From an optimization exercise on the open Yosys and OpenROAD flow, aimed at small area, a short achievable clock period and few clock cycles; shortcuts taken in it are not production practice. The RTL was checked by simulation tests, not by an equivalence proof against the original design. Power figures rest on the tool's default switching activity, not on a simulated workload.

Design sha256_core, start of the top module:
module sha256_core (
    input  wire         clk,
    input  wire         rst,         
    input  wire         start,
    input  wire [13:0]  len,         
    output wire         ready,
    input  wire         in_valid,
    input  wire [31:0]  in_data,
    output wire         in_ready,
    output reg          done,
    output wire [255:0] digest
);
Size in the first run: ~310 I/O pins, about 45000 µm² of cells after synthesis.
export LEC_CHECK = 0
export CAP_MARGIN = 20
export CORE_MARGIN = 4
export CORE_UTILIZATION = 60
export SLEW_MARGIN = 20
create_clock -name core_clock -period 10.0 [get_ports {clk}]
standard.sh (not shown) runs the stock make flow with config.mk's settings and CLKGATE_MAP_FILE= SYNTH_SCRIPT=/design/flow/synth_recipe.tcl, a recipe that flattens the netlist after the stock synthesis.
==> flow/flow/run.sh <==
#!/bin/bash
# Own flow: the standard layout (standard synthesis, floorplan, placement,
# CTS, routing) run through standard.sh, with three changes to how the layout
# is made: a tighter setup-repair target, single-drive port buffers, and CTS
# with larger sink clusters and without dummy loads. The full make output goes
# to standard_flow.log; ORFS keeps each step's own log under orfs/logs/.
set -euo pipefail
SETUP_MARGIN=${SETUP_MARGIN:-5.5}
bash standard.sh \
  SETUP_SLACK_MARGIN=$SETUP_MARGIN \
  "BUFFER_PORTS_ARGS=-buffer_cell sky130_fd_sc_hd__buf_1" \
  "CTS_ARGS=-sink_clustering_enable -repair_clock_nets -dont_use_dummy_load -sink_clustering_size 20 -sink_clustering_max_diameter 80" \
  finish > standard_flow.log 2>&1
Testbench counts at the start, summed over its fixed seeds: cycles 53,064.
Change:
--- a/flow/flow/run.sh
+++ b/flow/flow/run.sh
@@ -11,3 +11,3 @@
   "BUFFER_PORTS_ARGS=-buffer_cell sky130_fd_sc_hd__buf_1" \
-  "CTS_ARGS=-sink_clustering_enable -repair_clock_nets -dont_use_dummy_load -sink_clustering_size 20 -sink_clustering_max_diameter 80" \
+  "CTS_ARGS=-sink_clustering_enable -repair_clock_nets -dont_use_dummy_load -sink_clustering_size 14 -sink_clustering_max_diameter 60 -buf_list sky130_fd_sc_hd__clkbuf_8" \
   finish > standard_flow.log 2>&1
Setup slack gains 27 ps.
Final area drops slightly.
Die area stays the same.
Synthesized area is unchanged.
Global-route usage hardly moves.
Fmax rises slightly.
Sequential share of layout area goes up by 0.38 points.
Power drops by a few percent.
Change:
--- a/flow/flow/run.sh
+++ b/flow/flow/run.sh
@@ -11,3 +11,3 @@
   "BUFFER_PORTS_ARGS=-buffer_cell sky130_fd_sc_hd__buf_1" \
-  "CTS_ARGS=-sink_clustering_enable -repair_clock_nets -dont_use_dummy_load -sink_clustering_size 14 -sink_clustering_max_diameter 60 -buf_list sky130_fd_sc_hd__clkbuf_8" \
+  "CTS_ARGS=-sink_clustering_enable -repair_clock_nets -dont_use_dummy_load -sink_clustering_size 20 -sink_clustering_max_diameter 80" \
   finish > standard_flow.log 2>&1
CORE_UTILIZATION = 65   (was 60)
PLACE_DENSITY = 0.68   (was default)
What happened:
- wire length grows by a few percent
- setup slack is worse by 140 ps
- hold slack gains 4.4 ps

---

Starting RTL as in the previous note.
export LEC_CHECK = 0
export CAP_MARGIN = 10
export CORE_MARGIN = 4
export CORE_UTILIZATION = 60
export SLEW_MARGIN = 10
create_clock -name core_clock -period 10.0 [get_ports {clk}]
==> flow/flow/run.sh <==
#!/bin/bash
# Own flow: the standard layout (standard synthesis, floorplan, placement,
# CTS, routing) run through standard.sh, with three changes to how the layout
# is made: a tighter setup-repair target, single-drive port buffers, and CTS
# with larger sink clusters and without dummy loads. The full make output goes
# to standard_flow.log; ORFS keeps each step's own log under orfs/logs/.
set -euo pipefail
SETUP_MARGIN=${SETUP_MARGIN:-5.5}
bash standard.sh \
  SETUP_SLACK_MARGIN=$SETUP_MARGIN \
  "BUFFER_PORTS_ARGS=-buffer_cell sky130_fd_sc_hd__buf_1" \
  "CTS_ARGS=-sink_clustering_enable -repair_clock_nets -dont_use_dummy_load -sink_clustering_size 20 -sink_clustering_max_diameter 80" \
  finish > standard_flow.log 2>&1
The first run ran to the end with no violations.
Testbench counts at the start, summed over its fixed seeds: cycles 53,064.
Then changed:
--- a/flow/flow/run.sh
+++ b/flow/flow/run.sh
@@ -6,5 +6,5 @@
 # to standard_flow.log; ORFS keeps each step's own log under orfs/logs/.
 set -euo pipefail
-SETUP_MARGIN=${SETUP_MARGIN:-5.5}
+SETUP_MARGIN=${SETUP_MARGIN:-6.0}
 bash standard.sh \
   SETUP_SLACK_MARGIN=$SETUP_MARGIN \
- CAP_MARGIN: 10 -> 20
- SLEW_MARGIN: 10 -> 20
The new run ran to the end with no violations.
Non-clock buffer count came out higher by 116.
Core utilization came out higher by 3.7 points.
Critical path depth came out higher by 1.
Clock skew stays flat.
Clock power stays flat.
Combinational power came out higher by a quarter to a third.
Setup slack improved by 0.025 ns.
Power came out higher by roughly a tenth.
Synthesized cell count is unchanged.
Final cell count came out higher by a few percent.
Global-route usage came out higher by 0.81 points.

-- re-timing with driven ports --
The flow's constraints put no driver on any port. The routed layouts listed below were extracted and timed again, unchanged, in two steps. Step 1 assumes that a clkbuf_16 drives the clock port and a buf_2 every other input. Step 2 moves the port delays by t, midway between the first and last clock arrival at a register: inputs arrive t later, outputs are due t later. That takes back most of the time a late clock gives input paths. Three values: no drivers, after step 1, after step 2; two values: the first two.
| run | t (ns) | setup slack, ns | pins driven straight from the clock port |
|---|---|---|---|
| the first run of note 1 | 0.665 | 5.579 / 5.579 / 5.416 | 1 |
| the second run of note 1 | 0.754 | 5.606 / 5.606 / 5.403 | 1 |
| the third run of note 1 | 0.678 | 5.463 / 5.463 / 5.342 | 1 |
| the first run of note 2 | 0.665 | 5.579 / 5.579 / 5.416 | 1 |
| the second run of note 2 | 0.669 | 5.605 / 5.605 / 5.451 | 1 |
After both steps every run listed still meets setup and hold. The setup slack of the second run of note 1, which loses most, moves by 0.000 ns with the drivers and by -0.203 ns with both steps.
